Source: an optimization exercise on an open RTL-to-GDS flow (aim: small area, a short achievable clock period and few clock cycles per item). Production flows keep margins and buffers that such runs may drop. Where RTL was checked, it was by simulation tests only, not by an equivalence proof against the original. Power is estimated from default activity; no workload was simulated.

## rtp_h264_depkt
module rtp_h264_depkt (
    input  wire       clk,
    input  wire       rst,
    input  wire       cfg_strict_f,
    input  wire       cfg_zero_byte,
    input  wire       in_valid,
    output wire       in_ready,
    input  wire [7:0] in_data,
    input  wire       in_last,
    output reg        out_valid,
    input  wire       out_ready,
    output reg  [7:0] out_data,
    output wire       res_valid,
    output reg  [2:0] res_cause,
    output wire [4:0] res_flags
);
clock: 5.0 ns
lec_check: 0
cap_margin: 20
core_margin: 2
core_utilization: 40
setup_slack_margin: 2.75
slew_margin: 20
run.sh (not shown) runs the stock make flow with config.mk's settings and CLKGATE_MAP_FILE= SYNTH_SCRIPT=/design/flow/synth_recipe.tcl, a recipe that flattens the netlist after the stock synthesis.
The baseline ran to the end with no violations.
Change:
- SETUP_SLACK_MARGIN: 2.75 -> 2.6
Clock power goes down by about 3%.
Total power went down by about 1.4%.
Die area is unchanged.
Global-route usage climbs by 0.11 points.
Clock-buffer cell count does not change.
Setup slack is worse by 10 ps.
Final cell count is about the same.
Maximum frequency went down by 0.41%.
Core utilization drops by 1.0 points.
Function was not checked in any run of this note: the RTL went through the layout flow alone.


## lagoon
rtp_h264_depkt, a different RTL version from the one above (not shown whole).
Size: ~53 flip-flops, roughly 0.0034 mm^2 of cells after synthesis.
==> flow/design.v (excerpt) <==
module rtp_h264_depkt (
    input  wire       clk,
    input  wire       rst,
    input  wire       cfg_strict_f,
    input  wire       cfg_zero_byte,
    input  wire       in_valid,
    output wire       in_ready,
    input  wire [7:0] in_data,
    input  wire       in_last,
    output reg        out_valid,
    input  wire       out_ready,
    output reg  [7:0] out_data,
    output wire       res_valid,
    output reg  [2:0] res_cause,
    output wire [4:0] res_flags
);
Settings: LEC_CHECK=0, CAP_MARGIN=20, CORE_MARGIN=2, CORE_UTILIZATION=60, SETUP_SLACK_MARGIN=2.3, SLEW_MARGIN=20; clock period 5.0 ns.
standard.sh (not shown) runs the stock make flow with config.mk's settings and CLKGATE_MAP_FILE= SYNTH_SCRIPT=/design/flow/synth_recipe.tcl, a recipe that flattens the netlist after the stock synthesis.
==> flow/flow/run.sh <==
#!/bin/bash
# The standard layout (standard.sh, unchanged synthesis and steps), with the
# port buffers that placement inserts made of sky130_fd_sc_hd__buf_1 instead
# of the resizer's default pick; timing repair still sizes them up where a
# path needs it. make's full output goes to flow_make.log here, and ORFS
# keeps each step's log under orfs/logs/.
set -euo pipefail
export BUFFER_PORTS_ARGS="-buffer_cell sky130_fd_sc_hd__buf_1"
bash standard.sh finish > flow_make.log 2>&1
## Diff of input files: fjord against lagoon
# lagoon
export LEC_CHECK = 0
export CAP_MARGIN = 20
export CORE_MARGIN = 2
export CORE_UTILIZATION = 60
export SETUP_SLACK_MARGIN = 2.3
export SLEW_MARGIN = 20
create_clock -name core_clock -period 5.0 [get_ports {clk}]
# fjord
export LEC_CHECK = 0
export CAP_MARGIN = 20
export CORE_MARGIN = 2
export CORE_UTILIZATION = 60
export SETUP_SLACK_MARGIN = 2.6
export SLEW_MARGIN = 20
create_clock -name core_clock -period 5.0 [get_ports {clk}]
Each of the runs, namely fjord and lagoon, reached the end of the flow and came out clean. Final design area excluding fillers for fjord: 170 um^2 up relative to lagoon. fjord ended with less global-route usage than lagoon. Diff lagoon -> fjord | required arrival time at the worst endpoint | decrease of 1.18 ns. In the reports for fjord and lagoon, the larger post-CTS setup buffer count belongs to fjord. Via count normalized by instance count: fjord vs lagoon — no meaningful difference. Largest voltage drop on the vdd net was lower in the run labelled lagoon. Worst hold slack was higher in fjord than in lagoon. fjord ends up with lower largest stage delay on the critical path than lagoon does.
No functional check of the RTL was part of any run of this note.


== oak ==
rtp_h264_depkt, a different RTL version from the one above (not shown whole).
Size in the first run: about 340 cells after synthesis, about 34 I/O pins.
==> flow/config.mk <==
export PLATFORM = sky130hd
export DESIGN_NAME = rtp_h264_depkt
export DESIGN_NICKNAME = rtp_h264_depkt
export VERILOG_FILES = /design/flow/design.v
export SDC_FILE = /design/flow/constraint.sdc
export NUM_CORES = 4
export LEC_CHECK = 0
export CAP_MARGIN = 20
export CORE_MARGIN = 2
export CORE_UTILIZATION = 40
export SETUP_SLACK_MARGIN = 2.4
export SLEW_MARGIN = 20
==> flow/constraint.sdc <==
create_clock -name core_clock -period 5.0 [get_ports {clk}]
set_input_delay 1.0000 -clock core_clock [delete_from_list [all_inputs] [get_ports {clk}]]
set_output_delay 1.0000 -clock core_clock [all_outputs]
set_load 0.01 [all_outputs]
run.sh (not shown) runs the stock make flow with config.mk's settings and CLKGATE_MAP_FILE= SYNTH_SCRIPT=/design/flow/synth_recipe.tcl, a recipe that flattens the netlist after the stock synthesis.
Stock flow here: none of the scripts above is used.
Testbench counts of oak, summed over its fixed seeds: cycles 180,219, in bytes 177,094.
For pine, these inputs were changed with respect to oak:
# oak
export LEC_CHECK = 0
export CAP_MARGIN = 20
export CORE_MARGIN = 2
export CORE_UTILIZATION = 40
export SETUP_SLACK_MARGIN = 2.4
export SLEW_MARGIN = 20
create_clock -name core_clock -period 5.0 [get_ports {clk}]
# pine
export LEC_CHECK = 0
export CAP_MARGIN = 20
export CORE_MARGIN = 2
export CORE_UTILIZATION = 40
export SETUP_SLACK_MARGIN = 2.0
export SLEW_MARGIN = 20
create_clock -name core_clock -period 5.0 [get_ports {clk}]
Notes after the runs:
Worst hold slack in pine vs oak: up 7.3 ps
Of the two values seen for commonest non-fill, non-tap cell in the layout, buf_4 was produced by pine and buf_6 by oak.
pine against oak: share of cells above drive strength 1 now sits lower; via count of the routed design lost about 6.5%.
Summary of pine over oak: cell area after layout decreased by about 9% relative to the old numbers; area overhead of the layout relative to synthesis decreased by 14 points relative to the old numbers; clock network power decreased by about 2% relative to the old numbers; layout buffer count excluding clock buffers decreased by 23 relative to the old numbers.
Comparing pine and oak, the higher global-route wire length before repair is on oak.
Clock buffer count from CTS: oak vs pine identical
There was hardly any difference in post-route fraction of the period consumed by the critical path between pine and oak.
Reg2reg setup slack (pine over oak): increase, 50 ps


Another version of the RTL of rtp_h264_depkt (not shown whole).
Size: about 360 cells after synthesis.
==> flow/config.mk <==
export PLATFORM = sky130hd
export DESIGN_NAME = rtp_h264_depkt
export DESIGN_NICKNAME = rtp_h264_depkt
export VERILOG_FILES = /design/flow/design.v
export SDC_FILE = /design/flow/constraint.sdc
export NUM_CORES = 4
export LEC_CHECK = 0
export CAP_MARGIN = 20
export CORE_MARGIN = 2
export CORE_UTILIZATION = 60
export SETUP_SLACK_MARGIN = 2.55
export SLEW_MARGIN = 20
==> flow/constraint.sdc <==
create_clock -name core_clock -period 5.0 [get_ports {clk}]
set_input_delay 1.0000 -clock core_clock [delete_from_list [all_inputs] [get_ports {clk}]]
set_output_delay 1.0000 -clock core_clock [all_outputs]
set_load 0.01 [all_outputs]
standard.sh (not shown) runs the stock make flow with config.mk's settings and CLKGATE_MAP_FILE= SYNTH_SCRIPT=/design/flow/synth_recipe.tcl, a recipe that flattens the netlist after the stock synthesis.
Scripts as last shown in full above: flow/flow/run.sh
Testbench counts at the start, summed over its fixed seeds: cycles 180,227, in bytes 177,094.
Then changed:
- SETUP_SLACK_MARGIN: 2.55 -> 2.45
Effect: Flip-flop and latch count stays the same. Via count grows slightly. Hold slack gets worse by 0.018 ns. Final area falls by a few percent. Fmax went down by a few percent.
Then changed:
- CORE_UTILIZATION: 60 -> 45
- SETUP_SLACK_MARGIN: 2.45 -> 2.5
Via count drops slightly.
Setup slack improves by 0.025 ns.
Worst hold slack is about the same.
Maximum frequency is higher slightly.
Cell count rises by a few percent.
Routed wire length increases by a few percent.
Power is higher by a few percent.
Count of clock-buffer cells in the layout goes down by 1.
Core utilization is lower by 15 points.
Cell area came out higher slightly.
Then changed:
- CORE_UTILIZATION: 45 -> 60
- SETUP_SLACK_MARGIN: 2.5 -> 2.4
Result: The new run passed the timing, design-rule and antenna checks; via count went up slightly; sequential share of layout area climbs by 0.90 points; power shrinks by a few percent; combinational power goes down by a few percent.


Another version of the RTL of rtp_h264_depkt (not shown whole).
Size in the first run: roughly 51 flip-flops, about 34 I/O pins.
==> flow/design.v (excerpt) <==
module rtp_h264_depkt (
    input  wire       clk,
    input  wire       rst,
    input  wire       cfg_strict_f,
    input  wire       cfg_zero_byte,
    input  wire       in_valid,
    output wire       in_ready,
    input  wire [7:0] in_data,
    input  wire       in_last,
    output reg        out_valid,
    input  wire       out_ready,
    output reg  [7:0] out_data,
    output wire       res_valid,
    output reg  [2:0] res_cause,
    output wire [4:0] res_flags
);
    localparam [2:0] C_OK         = 3'd0;
    localparam [2:0] C_SHORT      = 3'd1;
    localparam [2:0] C_FBIT       = 3'd2;
    localparam [2:0] C_TRUNC_DON  = 3'd3;
    localparam [2:0] C_TRUNC_SIZE = 3'd4;
    localparam [2:0] C_TRUNC_EXTRA= 3'd5;
    localparam [2:0] C_ZERO_SIZE  = 3'd6;
    localparam [2:0] C_TRUNC_UNIT = 3'd7;
    localparam [3:0] S_IDLE    = 4'd0;    
    localparam [3:0] S_FU_HDR  = 4'd1;    
    localparam [3:0] S_COPY    = 4'd2;    
    localparam [3:0] S_SZ0     = 4'd3;    
    localparam [3:0] S_SZ1     = 4'd4;    
    localparam [3:0] S_UHDR    = 4'd5;    
  ...
clock: 5.0 ns
lec_check: 0
cap_margin: 20
core_margin: 2
core_utilization: 60
setup_slack_margin: 2.5
slew_margin: 20
Scripts as last shown in full above: flow/flow/run.sh
The baseline passed the timing, design-rule and antenna checks.
Then changed:
==> flow/flow/run.sh (replaced) <==
#!/bin/bash
# The standard layout (standard.sh, unchanged synthesis and steps), with two
# changes: the port buffers that placement inserts are
# sky130_fd_sc_hd__buf_1 (timing repair still sizes them up where a path
# needs it), and clock tree synthesis builds its tree from clkbuf_16 with
# large sink clusters and no dummy loads, which for this small design gives
# a tree of a few buffers. make's full output goes to flow_make.log here;
# ORFS keeps each step's log under orfs/logs/.
set -euo pipefail
export BUFFER_PORTS_ARGS="-buffer_cell sky130_fd_sc_hd__buf_1"
export CTS_ARGS="-sink_clustering_enable -repair_clock_nets -sink_clustering_size 64 -sink_clustering_max_diameter 300 -buf_list sky130_fd_sc_hd__clkbuf_16 -dont_use_dummy_load"
bash standard.sh finish > flow_make.log 2>&1
Settings changed: SETUP_SLACK_MARGIN 2.5 to 2.6.
Outcome:
- The new run ran to the end with no violations
- critical path depth falls by 2
- via count rises by 5.5%
- final cell count rises by 1.7%
- power rises by 6.5%
- fmax falls by 1.1%
- global-route usage rises by 0.80 points
- final area rises by 5.5%
No run of this note included a check of the RTL's function; only the layout flow was run.

==> port drivers added, routing unchanged <==
In the flow no input, the clock included, has a driving cell. The finished layouts below were timed again as built, in two steps. Step 1: set_driving_cell puts a clkbuf_16 on clk and a buf_2 on each other input, an assumption about the parent block. Step 2 moves the port delays by t, midway between the first and last clock arrival at a register: inputs arrive t later, outputs are due t later. That takes back most of the time a late clock gives input paths. Three values: ideal ports, drivers, drivers and shift; two values: the first two.
run | shift t [ns] | slack for setup (ns) | worst setup path after step 2 | worst register clock-pin slew, ns
the first run of note 1 | 0.383 | 2.596 / 2.556 / 2.425 | input to register | 0.08 / 0.08
the second run of note 1 | 0.384 | 2.586 / 2.547 / 2.286 | input to register | 0.07 / 0.07
lagoon | 0.339 | 2.369 / 2.371 / 2.033 | input to register | 0.10 / 0.10
fjord | 0.330 | 2.548 / 2.500 / 2.297 | input to register | 0.09 / 0.09
oak | 0.324 | 0.900 / 0.850 / 0.850 | input to output | 0.08 / 0.08
pine | 0.315 | 0.896 / 0.862 / 0.862 | input to output | 0.08 / 0.08
the first run of note 4 | 0.338 | 2.568 / 2.538 / 2.264 | input to register | 0.10 / 0.10
the second run of note 4 | 0.332 | 2.512 / 2.515 / 2.183 | input to register | 0.09 / 0.09
the third run of note 4 | 0.336 | 2.538 / 2.518 / 2.238 | input to register | 0.11 / 0.11
the fourth run of note 4 | 0.332 | 2.504 / 2.482 / 2.213 | input to register | 0.09 / 0.09
the first run of note 5 | 0.334 | 2.339 / 2.339 / 2.142 | input to register | 0.09 / 0.09
the second run of note 5 | 0.317 | 2.310 / 2.310 / 2.149 | input to register | 0.07 / 0.07
After both steps every run listed still meets setup and hold. The setup slack of lagoon, which loses most, moves by +0.002 ns with the drivers and by -0.336 ns with both steps.
